Background: an optimization exercise with open tools, aiming at small area, a short achievable clock period and few clock cycles. Do not read the settings as production practice.
The RTL was checked by simulation tests, not by an equivalence proof against the original design.

run B:
==> flow/design.v (excerpt) <==
module fde_enc (
    input  wire        clk,
    input  wire        rst,           
    input  wire [1:0]  cfg_rot,       
    input  wire        cfg_mir,
    input  wire        cfg_inv,
    input  wire        cfg_typeb,     
    input  wire        cfg_flush,     
    input  wire [31:0] cfg_addr,      
    input  wire        pix_valid,
    output wire        pix_ready,
    input  wire [31:0] pix_data,
    output wire        out_valid,
    input  wire        out_ready,
    output wire [7:0]  out_data,
    output wire        out_last,
    output wire        frame_done,
    output wire        frame_dup
);
    reg          trn;            
    reg          rrev;           
    reg          desc;           
    reg          inv, typeb, flush;
    reg  [31:0]  addr;
    reg          pix_rdy;
    reg  [7:0]   idx;
    wire         fire0 = pix_valid & pix_rdy;
    wire         first0 = (idx == 8'd0);
    wire         rr0 = first0 ? cfg_rot[1] : rrev;
    wire [3:0]   row0 = (trn ? idx[3:0] : idx[7:4]) ^ {4{rr0}};
    reg          v1, last1;
    reg  [3:0]   row1;
    reg  [31:0]  d1;
    reg          v2, last2;
    reg  [3:0]   row2;
    reg  [21:0]  lsum2;
    reg  [31:0]  crc;
    reg  [31:0]  last_fp;
    reg          last_ok;
    function [31:0] crc32_word;
        input [31:0] c;
        input [31:0] d;
        integer i;
        reg [31:0] x;
        begin
            x = c;
            for (i = 0; i < 32; i = i + 1) begin
  ...
==> flow/config.mk <==
export PLATFORM = sky130hd
export DESIGN_NAME = fde_enc
export DESIGN_NICKNAME = fde_enc
export VERILOG_FILES = /design/flow/design.v
export SDC_FILE = /design/flow/constraint.sdc
export NUM_CORES = 4
export LEC_CHECK = 0
export CAP_MARGIN = 20
export CORE_MARGIN = 2
export CORE_UTILIZATION = 40
export SLEW_MARGIN = 20
==> flow/constraint.sdc <==
create_clock -name core_clock -period 10.0 [get_ports {clk}]
set_input_delay 2.0000 -clock core_clock [delete_from_list [all_inputs] [get_ports {clk}]]
set_output_delay 2.0000 -clock core_clock [all_outputs]
set_load 0.01 [all_outputs]
run.sh (not shown) runs the stock make flow with config.mk's settings and CLKGATE_MAP_FILE= SYNTH_SCRIPT=/design/flow/synth_recipe.tcl, a recipe that flattens the netlist after the stock synthesis.
Run B | status: complete | timing, DRC, antenna: pass
Testbench counts of run B, summed over its fixed seeds: cycles 61,936.
The following lists how run Z was set up differently from run B:
- SETUP_SLACK_MARGIN now 5, previously not set
## What came out
- Run B: all stages complete, timing, DRC and antenna checks passed
- Run Z: full flow OK, the timing, DRC and antenna checks passed
- Run Z ended with more routed wire length than run B.
- Of run Z and run B, run Z shows the lower first-pass detailed-route iteration total, with run B above it.
- The cell count reported for run Z is greater than that of run B by 58.
- Reported for run Z and run B, tapcell count turned out identical to the last digit.
- First-pass GRT wire length: run Z worse than run B
- Relative to run B, post-placement cell area has increased by about 0.6% in run Z.
- Looking at number of post-CTS setup repair buffers, run Z sits 44 higher than run B does.
- Run Z against run B: final standard cell area without fillers went up by about 4%; maximum frequency climbed 14%.

Another version of the RTL of fde_enc (not shown whole).
Size: ~470 flip-flops.
clock: 10.0 ns
lec_check: 0
cap_margin: 20
core_margin: 2
core_utilization: 40
setup_slack_margin: 5
slew_margin: 20
Testbench counts at the start, summed over its fixed seeds: cycles 61,936.
Edit:
==> flow/flow/run.sh (new file) <==
#!/bin/bash
set -euo pipefail
bash standard.sh SETUP_SLACK_MARGIN=6.5 finish > standard_flow.log 2>&1
==> flow/standard.sh (new file) <==
#!/bin/bash
# synth_recipe.tcl (not shown) runs the flow's synth.tcl, then flattens the netlist and writes it again
# the make line also repeats each setting of config.mk as NAME=value (left out here)
make -C /OpenROAD-flow-scripts/flow DESIGN_CONFIG=/design/flow/config.mk WORK_HOME=/design/flow/orfs CLKGATE_MAP_FILE= SYNTH_SCRIPT=/design/flow/synth_recipe.tcl "${@:-finish}"
--- a/flow/config.mk
+++ b/flow/config.mk
@@ -9,4 +9,3 @@
 export CORE_MARGIN = 2
 export CORE_UTILIZATION = 40
-export SETUP_SLACK_MARGIN = 5
 export SLEW_MARGIN = 20
removed: flow/run.sh
Via count came out higher by about 4%; worst setup slack gains 0.57 ns; global-route usage grows by 0.27 points; utilization climbs by 2.5 points; sequential cell count is unchanged.

Another version of the RTL of fde_enc (not shown whole).
Size in the first run: roughly 520 flip-flops, roughly 87 I/O pins, about 0.024 mm2 of cells after synthesis.
clock: 10.0 ns
lec_check: 0
cap_margin: 20
core_margin: 2
core_utilization: 75
cts_cluster_diameter: 150
cts_cluster_size: 20
slew_margin: 20
standard.sh (not shown) runs the stock make flow with config.mk's settings and CLKGATE_MAP_FILE= SYNTH_SCRIPT=/design/flow/synth_recipe.tcl, a recipe that flattens the netlist after the stock synthesis.
==> flow/flow/run.sh <==
#!/bin/bash
set -euo pipefail
bash standard.sh SETUP_SLACK_MARGIN=7 'BUFFER_PORTS_ARGS=-buffer_cell sky130_fd_sc_hd__buf_1' finish > standard_flow.log 2>&1
Testbench counts at the start, summed over its fixed seeds: cycles 58,304.
Next try:
==> flow/flow/run.sh (replaced) <==
#!/bin/bash
set -euo pipefail
bash standard.sh SETUP_SLACK_MARGIN=7 finish > standard_flow.log 2>&1
- CORE_UTILIZATION: 75 -> 40
- CTS_CLUSTER_DIAMETER: 150 -> unset
- CTS_CLUSTER_SIZE: 20 -> unset
What happened:
- die area rose by 85%
- worst setup slack gets worse by 49 ps
- synthesized cell count does not change
- sequential share of layout area shrinks by 3.9 points
Next try:
==> flow/flow/run.sh (replaced) <==
#!/bin/bash
set -euo pipefail
bash standard.sh SETUP_SLACK_MARGIN=7 'BUFFER_PORTS_ARGS=-buffer_cell sky130_fd_sc_hd__buf_1' finish > standard_flow.log 2>&1
- CORE_UTILIZATION: 40 -> 65
- CTS_CLUSTER_DIAMETER: unset -> 60
- CTS_CLUSTER_SIZE: unset -> 34
The new run went through all stages and came out clean.
Final area falls by 5.5%.
Maximum frequency rises by 2.1%.
Synthesized area does not change.
First-iteration DRC count rises by 18%.
Clock-buffer cell count falls by 29.
Utilization rises by 26 points.
Final cell count falls by 13%.
Next try:
- CTS_CLUSTER_DIAMETER: 60 -> 80
- CTS_CLUSTER_SIZE: 34 -> 24
The changed run produced a clean layout. Wire length drops by 1.3%. First-iteration DRC count is lower by 8.1%. Area after synthesis stays the same. Cell count came out lower by 0.43%. Design area drops by 1.7%. Sequential share of layout area rises by 0.89 points.
Next try:
- CTS_CLUSTER_DIAMETER: 80 -> 50
- CTS_CLUSTER_SIZE: 24 -> 36
What happened:
- cell area climbs by a few percent
- clock-buffer cell count drops by 2
- core utilization goes up by 1.7 points
- wire length rose by a few percent
- cell count grows slightly

Another version of the RTL of fde_enc (not shown whole).
For scale: about 1800 cells after synthesis, roughly 520 flip-flops, ~87 I/O pins, about 24000 µm² of cells after synthesis.
==> flow/config.mk <==
export PLATFORM = sky130hd
export DESIGN_NAME = fde_enc
export DESIGN_NICKNAME = fde_enc
export VERILOG_FILES = /design/flow/design.v
export SDC_FILE = /design/flow/constraint.sdc
export NUM_CORES = 4
export LEC_CHECK = 0
export CAP_MARGIN = 20
export CORE_MARGIN = 2
export CORE_UTILIZATION = 65
export CTS_CLUSTER_DIAMETER = 120
export CTS_CLUSTER_SIZE = 26
export SLEW_MARGIN = 20
export TNS_END_PERCENT = 20
==> flow/constraint.sdc <==
create_clock -name core_clock -period 10.0 [get_ports {clk}]
set_input_delay 2.0000 -clock core_clock [delete_from_list [all_inputs] [get_ports {clk}]]
set_output_delay 2.0000 -clock core_clock [all_outputs]
set_load 0.01 [all_outputs]
==> flow/flow/run.sh <==
#!/bin/bash
set -euo pipefail
bash standard.sh SETUP_SLACK_MARGIN=6.85 'BUFFER_PORTS_ARGS=-buffer_cell sky130_fd_sc_hd__buf_1' finish > standard_flow.log 2>&1
Testbench counts at the start, summed over its fixed seeds: cycles 58,141.
Rerun with:
--- a/flow/config.mk
+++ b/flow/config.mk
@@ -12,3 +12,3 @@
 export CTS_CLUSTER_SIZE = 26
 export SLEW_MARGIN = 20
-export TNS_END_PERCENT = 20
+export TNS_END_PERCENT = 0
Effect: Area after synthesis does not change; worst hold slack improves by 0.0054 ns; first-iteration DRC count goes down by 3.0%; worst setup slack degrades by 0.065 ns; die area does not change; via count goes down by 1.3%.
Rerun with:
--- a/flow/config.mk
+++ b/flow/config.mk
@@ -9,6 +9,5 @@
 export CORE_MARGIN = 2
 export CORE_UTILIZATION = 65
-export CTS_CLUSTER_DIAMETER = 120
-export CTS_CLUSTER_SIZE = 26
+export CTS_CLUSTER_DIAMETER = 150
+export CTS_CLUSTER_SIZE = 20
 export SLEW_MARGIN = 20
-export TNS_END_PERCENT = 0
What happened: Via count went up slightly; synthesized area is unchanged; critical path depth decreases by 7; worst setup slack gets better by 0.19 ns; global-route usage came out higher by 0.76 points; clock-buffer cell count climbs by 11; synthesized cell count stays the same; wire length is higher by a few percent; maximum frequency went up by a few percent.
Rerun with:
--- a/flow/config.mk
+++ b/flow/config.mk
@@ -9,5 +9,5 @@
 export CORE_MARGIN = 2
 export CORE_UTILIZATION = 65
-export CTS_CLUSTER_DIAMETER = 150
-export CTS_CLUSTER_SIZE = 20
+export CTS_CLUSTER_DIAMETER = 80
+export CTS_CLUSTER_SIZE = 30
 export SLEW_MARGIN = 20
Result: The new run produced a clean layout. Sequential share of layout area fell by 0.13 points. Area after synthesis stays the same. Flip-flop and latch count is unchanged. Core utilization goes up by 0.18 points. First-iteration DRC count rises by about 9%. Design area stays flat. Via count drops by about 0.5%. Global-route usage fell by 0.33 points. Setup slack gets better by 0.024 ns.
Rerun with:
--- a/flow/config.mk
+++ b/flow/config.mk
@@ -9,5 +9,5 @@
 export CORE_MARGIN = 2
 export CORE_UTILIZATION = 65
-export CTS_CLUSTER_DIAMETER = 80
-export CTS_CLUSTER_SIZE = 30
+export CTS_CLUSTER_DIAMETER = 120
+export CTS_CLUSTER_SIZE = 26
 export SLEW_MARGIN = 20
Result: The new run passed the timing, DRC and antenna checks. Wire length came out lower by 0.45%. Clock skew hardly moves. Register-to-register slack is worse by 0.02 ns. Core utilization goes down by 0.60 points. Worst hold slack gains 0.0040 ns. Die area is unchanged.

port drivers added, routing unchanged:
How much do the figures lean on ideal ports? The routed layouts below were timed once more, with nothing changed but the port constraints.
Step 1 assumes that a clkbuf_16 drives the clock port and a buf_2 every other input.
Step 2 moves the port delays by t, midway between the first and last clock arrival at a register: inputs arrive t later, outputs are due t later. That takes back most of the time a late clock gives input paths.
Slacks: ideal ports / drivers / drivers and shift; pairs: ideal ports / drivers.
run	shift t [ns]	setup slack, ns	worst setup path at the end	worst register clock-pin slew, ns
run B	0.661	3.622 / 3.622 / 3.622	register to register	0.07 / 0.07
run Z	0.668	4.413 / 4.413 / 4.413	register to register	0.07 / 0.07
the first run of note 2	0.663	5.749 / 5.749 / 5.749	register to register	0.07 / 0.07
the second run of note 2	0.653	6.319 / 6.319 / 6.009	input to register	0.06 / 0.06
the first run of note 3	0.641	6.863 / 6.808 / 6.608	input to register	0.09 / 0.09
the second run of note 3	0.681	6.814 / 6.750 / 6.366	input to register	0.07 / 0.07
the third run of note 3	0.615	6.880 / 6.824 / 6.612	input to register	0.10 / 0.10
the fourth run of note 3	0.638	6.858 / 6.799 / 6.622	input to register	0.10 / 0.10
the fifth run of note 3	0.644	6.859 / 6.801 / 6.601	input to register	0.09 / 0.09
the first run of note 4	0.637	6.730 / 6.673 / 6.390	input to register	0.11 / 0.11
the second run of note 4	0.635	6.665 / 6.665 / 6.404	input to register	0.11 / 0.11
the third run of note 4	0.651	6.860 / 6.806 / 6.400	input to register	0.10 / 0.10
the fourth run of note 4	0.644	6.884 / 6.830 / 6.391	input to register	0.11 / 0.11
the fifth run of note 4	0.644	6.888 / 6.833 / 6.409	input to register	0.11 / 0.11
After both steps every run listed still meets setup and hold. For the fourth run of note 4, which loses most, drivers alone change the setup slack by -0.054 ns; drivers and shift together by -0.493 ns.
